Source: an optimization exercise on an open RTL-to-GDS flow (aim: small area, a short achievable clock period and few clock cycles per item). Production flows keep margins and buffers that such runs may drop.
Function was checked by simulation only, so behaviour that the tests miss may differ from the original.
Power is estimated from default activity; no workload was simulated.

**design/flow/run.sh**
```bash
#!/bin/bash
# synth_recipe.tcl (not shown) runs the flow's synth.tcl, then flattens the netlist and writes it again
# the make line also repeats each setting of config.mk as NAME=value (left out here)
make -C /OpenROAD-flow-scripts/flow DESIGN_CONFIG=/design/flow/config.mk WORK_HOME=/design/flow/orfs CLKGATE_MAP_FILE= SYNTH_SCRIPT=/design/flow/synth_recipe.tcl finish
```
**design/flow/config.mk**
```make
export PLATFORM = sky130hd
export DESIGN_NAME = bit_modulator
export DESIGN_NICKNAME = bit_modulator
export VERILOG_FILES = /design/flow/design.v
export SDC_FILE = /design/flow/constraint.sdc
export NUM_CORES = 4
export LEC_CHECK = 0
export CAP_MARGIN = 20
export CORE_MARGIN = 2
export CORE_UTILIZATION = 40
export PLACE_DENSITY = 0.6
export SLEW_MARGIN = 20
```
**design/flow/constraint.sdc**
```tcl
create_clock -name core_clock -period 10.0 [get_ports {clk}]
set_input_delay 2.0000 -clock core_clock [delete_from_list [all_inputs] [get_ports {clk}]]
set_output_delay 2.0000 -clock core_clock [all_outputs]
set_load 0.01 [all_outputs]
```
**design/flow/design.v**
```verilog
module seq_div #(
    parameter NW = 72,
    parameter DW = 38
) (
    input  wire          clk,
    input  wire          rst,
    input  wire          start,
    input  wire [NW-1:0] num,
    input  wire [DW-1:0] den,
    output reg           busy,
    output reg           done,
    output reg  [NW-1:0] quo,
    output reg  [DW-1:0] rem
);
    reg [$clog2(NW+1)-1:0] count;
    reg [NW-1:0]           dividend;
    reg [DW-1:0]           divisor;
    wire [DW:0] trial = {rem, dividend[NW-1]};
    wire [DW:0] diff  = trial - {1'b0, divisor};
    always @(posedge clk) begin
        done <= 1'b0;
        if (rst) begin
            busy <= 1'b0;
        end else if (start) begin
            busy     <= 1'b1;
            count    <= NW[$clog2(NW+1)-1:0];
            dividend <= num;
            divisor  <= den;
            quo      <= {NW{1'b0}};
            rem      <= {DW{1'b0}};
        end else if (busy) begin
            dividend <= {dividend[NW-2:0], 1'b0};
            if (!diff[DW]) begin
                rem <= diff[DW-1:0];
                quo <= {quo[NW-2:0], 1'b1};
            end else begin
                rem <= trial[DW-1:0];
                quo <= {quo[NW-2:0], 1'b0};
            end
            count <= count - 1'b1;
            if (count == 1) begin
                busy <= 1'b0;
                done <= 1'b1;
            end
        end
    end
endmodule
module bit_modulator (
    input  wire        clk,
    input  wire        rst,           
    input  wire        cmd_valid,
    output wire        cmd_ready,
    input  wire [2:0]  cmd_op,        
    input  wire [47:0] cmd_ts,        
    input  wire [31:0] cmd_fps,       
    input  wire [6:0]  cmd_len,       
    input  wire [63:0] cmd_code,      
    output reg         rsp_valid,
    output reg         rsp_status,    
    output reg         ev_valid,      
    output reg         ev_bit,
    output wire        active,
    output reg  [1:0]  phase,         
    output reg  [5:0]  bit_index,
    output reg         cur_valid,     
    output reg         cur_bit,
    output wire        color,         
    output reg  [31:0] meas_fps       
);
    localparam OP_START = 3'd1;
    localparam OP_TICK  = 3'd2;
    localparam OP_STOP  = 3'd3;
    localparam PH_IDLE = 2'd0;
    localparam PH_CAL  = 2'd1;
    localparam PH_RUN  = 2'd2;
    localparam [47:0] E_MAX_RATE = 48'd500000;     
    localparam [47:0] E_MIN_RATE = 48'd2000000;    
    localparam [47:0] E_MULT3    = 48'd666666;     
    localparam [47:0] E_MULT2    = 48'd1000000;    
    localparam signed [31:0] FPS_30  = 32'sd1966080;   
    localparam signed [31:0] FPS_60  = 32'sd3932160;
    localparam signed [31:0] FPS_90  = 32'sd5898240;
    localparam signed [31:0] FPS_120 = 32'sd7864320;
    localparam [70:0] CAL_NUM = 71'd3932160000000;  
    localparam S_IDLE   = 3'd0;
    localparam S_CMUL   = 3'd1;   
    localparam S_CSEL   = 3'd2;   
    localparam S_CDIV   = 3'd3;   
    localparam S_RMUL   = 3'd4;   
    localparam S_RDIV   = 3'd5;   
    localparam S_RMOD   = 3'd6;   
    localparam S_RFIN   = 3'd7;
    reg [2:0]  state;
    reg [63:0] code;
    reg [6:0]  code_len;
    reg signed [31:0] target_fps;
    reg [47:0] cal_t0;
    reg [5:0]  cal_count;
    reg [47:0] epoch;
    reg [47:0] fps_t0;
    reg [15:0] fps_count;
    reg [22:0] rate_a;        
    reg [37:0] rate_b;
    reg [47:0] t_cur;
    reg [47:0] cal_e;
    reg [70:0] prod;
    reg [47:0] mul_x;
    reg [22:0] mul_y;
    wire [70:0] mul_p = mul_x * mul_y;
    reg         div_start;
    reg  [71:0] div_num;
    reg  [37:0] div_den;
    wire        div_busy;    
    wire        div_done;
    wire [71:0] div_quo;
    wire [37:0] div_rem;
    seq_div #(.NW(72), .DW(38)) u_div (
        .clk(clk), .rst(rst), .start(div_start), .num(div_num), .den(div_den),
        .busy(div_busy), .done(div_done), .quo(div_quo), .rem(div_rem)
    );
    assign cmd_ready = (state == S_IDLE) && !rst;
    assign active    = (phase != PH_IDLE);
    assign color     = cur_valid & cur_bit;
    wire accept = cmd_valid && cmd_ready;
    wire m_120 = (cal_e <= E_MAX_RATE);            
    wire m_30  = (cal_e >= E_MIN_RATE);
    wire t_lo  = (target_fps <= FPS_30);
    wire t_hi  = (target_fps >= FPS_120);
    wire m_le_t = (CAL_NUM <= prod);               
    wire [1:0] mult_m = (cal_e <= E_MULT3) ? 2'd3 : (cal_e <= E_MULT2) ? 2'd2 : 2'd1;
    wire [1:0] mult_t = (target_fps >= FPS_90) ? 2'd3 : (target_fps >= FPS_60) ? 2'd2 : 2'd1;
    wire [47:0] fps_elapsed = t_cur - fps_t0;
    wire [15:0] fps_next    = fps_count + 1'b1;
    wire [5:0]  new_index   = div_rem[5:0];
    task clear_run;
        begin
            phase      <= PH_IDLE;
            code       <= 64'd0;
            code_len   <= 7'd0;
            bit_index  <= 6'd0;
            cur_valid  <= 1'b0;
            cur_bit    <= 1'b0;
            target_fps <= 32'sd0;
            cal_t0     <= 48'd0;
            cal_count  <= 6'd0;
            rate_a     <= 23'd0;
            rate_b     <= 38'd0;
            epoch      <= 48'd0;
            meas_fps   <= 32'd0;
            fps_count  <= 16'd0;
            fps_t0     <= 48'd0;
        end
    endtask
    task respond(input status, input ev, input bitv);
        begin
            rsp_valid  <= 1'b1;
            rsp_status <= status;
            ev_valid   <= ev;
            ev_bit     <= bitv;
        end
    endtask
    always @(posedge clk) begin
        div_start <= 1'b0;
        rsp_valid <= 1'b0;
        if (rst) begin
            state      <= S_IDLE;
            rsp_status <= 1'b0;
            ev_valid   <= 1'b0;
            ev_bit     <= 1'b0;
            clear_run;
        end else begin
            case (state)
            S_IDLE: if (accept) begin
                case (cmd_op)
                OP_START: begin
                    if (cmd_len == 7'd0 || cmd_len > 7'd64) begin
                        respond(1'b1, 1'b0, 1'b0);
                    end else begin
                        clear_run;
                        code       <= cmd_code;
                        code_len   <= cmd_len;
                        target_fps <= cmd_fps;
                        cal_t0     <= cmd_ts;
                        phase      <= PH_CAL;
                        respond(1'b0, 1'b0, 1'b0);
                    end
                end
                OP_TICK: begin
                    t_cur <= cmd_ts;
                    if (phase == PH_CAL) begin
                        cal_count <= cal_count + 1'b1;
                        if (cal_count == 6'd59) begin
                            cal_e <= cmd_ts - cal_t0;
                            mul_x <= cmd_ts - cal_t0;
                            mul_y <= target_fps[22:0];
                            state <= S_CMUL;
                        end else begin
                            respond(1'b0, 1'b0, 1'b0);
                        end
                    end else if (phase == PH_RUN) begin
                        mul_x <= cmd_ts - epoch;
                        mul_y <= rate_a;
                        state <= S_RMUL;
                    end else begin
                        respond(1'b0, 1'b0, 1'b0);
                    end
                end
                OP_STOP: begin
                    clear_run;
                    respond(1'b0, 1'b0, 1'b0);
                end
                default: respond(1'b0, 1'b0, 1'b0);
                endcase
            end
            S_CMUL: begin
                prod  <= mul_p;
                state <= S_CSEL;
            end
            S_CSEL: begin
                if (t_lo || m_30) begin
                    rate_a <= 23'd3;                  
                    rate_b <= 38'd100000;
                end else if (m_120) begin
                    if (t_hi) begin
                        rate_a <= 23'd3;              
                        rate_b <= 38'd100000;
                    end else begin
                        rate_a <= target_fps[22:0];
                        rate_b <= mult_t * 38'd65536000000;
                    end
                end else if (t_hi || m_le_t) begin
                    rate_a <= 23'd60;                 
                    rate_b <= mult_m * cal_e[37:0];
                end else begin
                    rate_a <= target_fps[22:0];
                    rate_b <= mult_t * 38'd65536000000;
                end
                if (m_120) begin
                    meas_fps <= 32'd7864320;
                    state    <= S_RFIN;
                end else if (m_30) begin
                    meas_fps <= 32'd1966080;
                    state    <= S_RFIN;
                end else begin
                    div_num   <= {1'b0, CAL_NUM};
                    div_den   <= cal_e[37:0];
                    div_start <= 1'b1;
                    state     <= S_CDIV;
                end
            end
            S_CDIV: if (div_done) begin
                meas_fps <= div_quo[31:0];
                state    <= S_RFIN;
            end
            S_RMUL: begin
                div_num   <= {1'b0, mul_p};
                div_den   <= rate_b;
                div_start <= 1'b1;
                state     <= S_RDIV;
            end
            S_RDIV: if (div_done) begin
                div_num   <= div_quo;
                div_den   <= {31'd0, code_len};
                div_start <= 1'b1;
                state     <= S_RMOD;
            end
            S_RMOD: if (div_done) begin
                fps_count <= fps_next;
                if (fps_elapsed >= 48'd1000000) begin
                    meas_fps  <= {fps_next, 16'd0};
                    fps_count <= 16'd0;
                    fps_t0    <= t_cur;
                end
                if (new_index != bit_index) begin
                    bit_index <= new_index;
                    cur_bit   <= code[new_index];
                    respond(1'b0, 1'b1, code[new_index]);
                end else begin
                    respond(1'b0, 1'b0, 1'b0);
                end
                state <= S_IDLE;
            end
            S_RFIN: begin
                epoch     <= t_cur;
                fps_t0    <= t_cur;
                fps_count <= 16'd0;
                bit_index <= 6'd0;
                cur_valid <= 1'b1;
                cur_bit   <= code[0];
                phase     <= PH_RUN;
                respond(1'b0, 1'b1, code[0]);
                state     <= S_IDLE;
            end
            default: state <= S_IDLE;
            endcase
        end
    end
endmodule
```
==> run notes <==
state kept, by name (all words and copies together), names as in the netlist, 6 cells and up:
register        flops
t_cur              48
meas_fps           32
u_div.count         7
div_den            38
mul_x              48
epoch              48
bit_index           6
code               64
cal_e              48
u_div.rem          38
fps_t0             48
fps_count          16
prod               71
div_num            72
code_len            7
u_div.divisor      38
cal_t0             48
u_div.quo          72
u_div.dividend     72
target_fps         32
mul_y              23
cal_count           6
rate_a             23
rate_b             38
logic make-up (layout without fill, tap and decap cells):
logic type / Yosys count / in the layout / synth area share
AND/OR/NAND/NOR: 3134 / 3134 / 0.1691
adder cells (fa/ha/maj): 1385 / 1385 / 0.2902
AO/OA/AOI/OAI: 1458 / 1458 / 0.1083
XOR/XNOR: 267 / 267 / 0.02760
buffers and inverters: 1804 / 1793 / 0.08052
multiplexers: 221 / 221 / 0.03040
flip-flops: 956 / 956 / 0.2938
other: 1 / 17 / 0.00004426
report_power, final:
part,internal (mW),switching [mW],leakage [nW]
clock,2.32,1.75,1.76
combinational,0.900,1.66,29.5
sequential,4.80,0.193,8.24
total,8.03,3.60,39.5
cell type report:
cell class	instances	area share
tap	2805	0.03764
clock inverter	59	0.007341
multi-input combinational	6481	0.5714
timing repair buffer	355	0.03505
inverter	1236	0.04979
clock buffer	143	0.03164
antenna	1	0.00002684
sequential	956	0.2671
path summary, 6_finish.rpt:
kind | from | endpoint | slack, ns | depth (start not counted)
setup / recovery | mul_y[21] | div_num[64] | 0.71 | 25
hold / removal | div_den[25] | u_div.divisor[25] | 0.42 | 0
setup reg to reg | mul_y[21] | div_num[64] | 0.71 | 25
hold reg to reg | div_den[25] | u_div.divisor[25] | 0.42 | 0
metrics by stage:
step / worst slack [ns] / utilization / std cells
final: 0.7088 / 0.4440 / 12040
after global routing: 0.2834 / 0.4440 / 12040
after CTS: 0.7437 / 0.4436 / 12030
after detailed placement: 0.7614 / 0.4263 / 11830
after global placement: 1.027 / 0.4262 / 11830
after floorplan: 1.914 / - / 9241
routing by layer:
metal / track usage / vias to the layer above / wire, µm
met4: 0.1083 / 8 / 13430
met3: 0.03637 / 496 / 17030
met2: 0.3836 / 2359 / 119500
met5: 0 / - / 55
met1: 0.3192 / 32760 / 109200
li1: - / 30010 / -
placed cells by master (no fill, tap or decap), types with 23 or more instances in the layout:
cell type,Yosys,layout
sky130_fd_sc_hd__clkbuf_16,0,110
sky130_fd_sc_hd__a211oi_1,23,23
sky130_fd_sc_hd__inv_1,1235,1232
sky130_fd_sc_hd__nor2b_1,123,123
sky130_fd_sc_hd__dfxtp_1,381,379
sky130_fd_sc_hd__ha_1,416,416
sky130_fd_sc_hd__a21o_1,168,168
sky130_fd_sc_hd__a21oi_1,589,589
sky130_fd_sc_hd__xor2_1,103,103
sky130_fd_sc_hd__fa_1,968,968
sky130_fd_sc_hd__nor3_1,67,61
sky130_fd_sc_hd__buf_4,2,142
sky130_fd_sc_hd__a22oi_1,53,53
sky130_fd_sc_hd__o21a_1,50,50
sky130_fd_sc_hd__clkdlybuf4s50_1,0,204
sky130_fd_sc_hd__a31oi_1,38,38
sky130_fd_sc_hd__edfxtp_1,575,575
sky130_fd_sc_hd__nand2b_1,44,42
sky130_fd_sc_hd__o21ai_0,215,211
sky130_fd_sc_hd__and2_1,328,327
sky130_fd_sc_hd__nand2_1,1611,1610
sky130_fd_sc_hd__mux2i_1,119,119
sky130_fd_sc_hd__o31ai_1,37,37
sky130_fd_sc_hd__nand4_1,73,73
sky130_fd_sc_hd__o211ai_1,39,39
sky130_fd_sc_hd__and3_1,46,46
sky130_fd_sc_hd__nor2_1,350,339
sky130_fd_sc_hd__xnor2_1,164,163
sky130_fd_sc_hd__mux2_2,81,81
sky130_fd_sc_hd__clkbuf_1,513,25
sky130_fd_sc_hd__or3_1,33,32
sky130_fd_sc_hd__nand3_1,330,329
sky130_fd_sc_hd__o21bai_1,43,43
sky130_fd_sc_hd__nor4_1,49,47
worst max-delay path: cells and delay by family (launching register included):
family	cells	cell delay [ns]
and+or+nand+nor	3	0.89
xor gates and xnor gates	1	0.16
AOI/OAI and AO/OA	9	2.02
DFF	1	1.08
adders and majority gates	8	4.27
buffers and inverters	4	0.60
==> implementation parameters <==
Parameter                              Value

Drt
  Vias/cell    5.452
  First-pass iteration count of the detailed router    6
  Post-detailed-route count of antenna-violating nets    0
  Detail-routed net length per standard cell    21.53 µm
  Total length of routed wires    259.1 mm
  1st-iter DRT viols    5693
  Final routed DRC violation total    0
  Vias post-DR    65630

STA
  RSZ-0062 raised after global routing    false
  Hold Fails Final Rpt    0
  Fmax    107.6 MHz
  Clock skew    0.06824 ns
  Endpoints failing setup    0
  Final-layout setup total negative slack    0 ns
  Crit share post-route    0.9291
  Worst hold slack after final layout    0.4163 ns
  Max-slew headroom    0.1976
  Final period demand of the worst path    9.291 ns
  Slew at the pin with the worst max-slew slack    1.204 ns
  Max-slew violation count    0

Clock tree
  Post-CTS Setup Bufs    0
  CTS root buffer    sky130_fd_sc_hd__clkbuf_16
  CTS tree    done
  Gates resized, CTS repair    0
  Worst-path clk slew    0.06 ns
  CTS max path bufs    3
  Number of levels the H-tree was split into    3
  Hold-fix buffers, CTS    0
  Number of buffers inserted during clock tree synthesis    107
  Number of sinks driven by the clock tree    956
  Clock latency reported for the late side of the worst-skew pair    0.79 ns

Flow run
  Number of violations of the max-capacitance limit    0

Synth
  Largest area contributor in the synthesized netlist    sky130_fd_sc_hd__fa_1
  Count of warnings emitted by yosys    2
  Most used standard cell by instance count after synthesis    sky130_fd_sc_hd__nand2_1
  Syn avg cell area    9.184 µm²
  Top post-synthesis cells by count    sky130_fd_sc_hd__nand2_1 (1611), sky130_fd_sc_hd__inv_1 (1235), sky130_fd_sc_hd__fa_1 (968)
  Most used flip-flop cell after synthesis    sky130_fd_sc_hd__edfxtp_1
  Largest cells by area after synthesis    sky130_fd_sc_hd__fa_1 (23%), sky130_fd_sc_hd__edfxtp_1 (20%), sky130_fd_sc_hd__dfxtp_1 (9.0%), sky130_fd_sc_hd__nand2_1 (7.1%), sky130_fd_sc_hd__ha_1 (6.1%)
  Synthesized netlist cell count    9226
  Fraction of synthesis flops using an asynchronous set or reset pin    0
  Yosys top cell area share    0.2287
  Post-Syn Area    84740 µm²
  Register area share after synthesis    0.2938
  Flops & latches, synth    956
  Number of unique standard cell types used by synthesis    98
  Number of synthesized flops with an enable pin    575

Setup path
  CP dominant cell by count    sky130_fd_sc_hd__fa_1
  Critical path startpoint category    flip-flop
  Largest stage delay on the critical path    1.08 ns
  Nature of the critical path endpoint    flip-flop
  Max stage delay cell, worst path    sky130_fd_sc_hd__edfxtp_1
  Crit path required time    10.49 ns
  Category of the critical setup timing path    reg -> reg
  Worst EP arrival    9.78 ns
  CP max FO    15

Finish
  Total area of multi-input combinational cells    53270 µm²
  Area taken by flip-flops and latches    24900 µm²
  Total Nets Final    10680
  Area growth, synth to finish    10.03%
  # fillers    20200
  Fraction of final layout cells with drive strength greater than 1    0.05385
  Final std cell area, no fill    93230 µm²

Status
  Run status    finished clean

Power
  Max rail drop VDD    0.1923 mV
  Power density over the cells    124.7 nW/µm²
  PnR Total Power    11.63 mW
  P_leak    39.49 nW

Global route
  Number of global-route vias before repair    67070
  First-pass GRT wire length    400.6 mm
  Combined global-route utilization of all metal layers    0.2392
  Pin count of the biggest net entering global routing    189
  Number of antenna violations at the first check in global routing    14
  Total grt overflow    0

Hold path
  Worst hold path type    reg -> reg

Floorplan
  Area of the die    215500 µm²
  Core box area    210000 µm²
  Initial Util    0.4035
  Die span in y    464.3 µm
  Placement row count    168
  Die width    464.3 µm
  Count of pins on the block boundary    206

Placement
  HPWL after detailed placement    199.9 mm
  Standard cell area after detailed placement    89520 µm²
  Routability-driven placement congestion ratio    0.9276
  Number of buffer cells added on primary ports    205
Testbench counts, summed over its fixed seeds: cycles 726,314, commands 6,776.

[afterwards: timing with drivers on the ports]
The flow's constraints put no driver on any port. The routed layout listed below was extracted and timed again, unchanged, in two steps.
Step 1: set_driving_cell puts a clkbuf_16 on clk and a buf_2 on each other input, an assumption about the parent block.
Step 2 also shifts input and output timing later by t, the mid clock arrival at the registers, as if the neighbouring blocks saw the same clock.
Three values: ideal, step 1, step 2; two values: the first two.
shift t [ns]: 0.841
setup WS [ns]: 0.709 / 0.709 / 0.709
hold WS [ns]: 0.416 / 0.416 / 0.416
latest minus earliest clock arrival (ns): 0.068 / 0.068
worst data-port slew with drivers (ns): 0.13
After both steps this run still meets setup and hold. For this run, drivers alone change the setup slack by 0.000 ns; drivers and shift together by 0.000 ns.
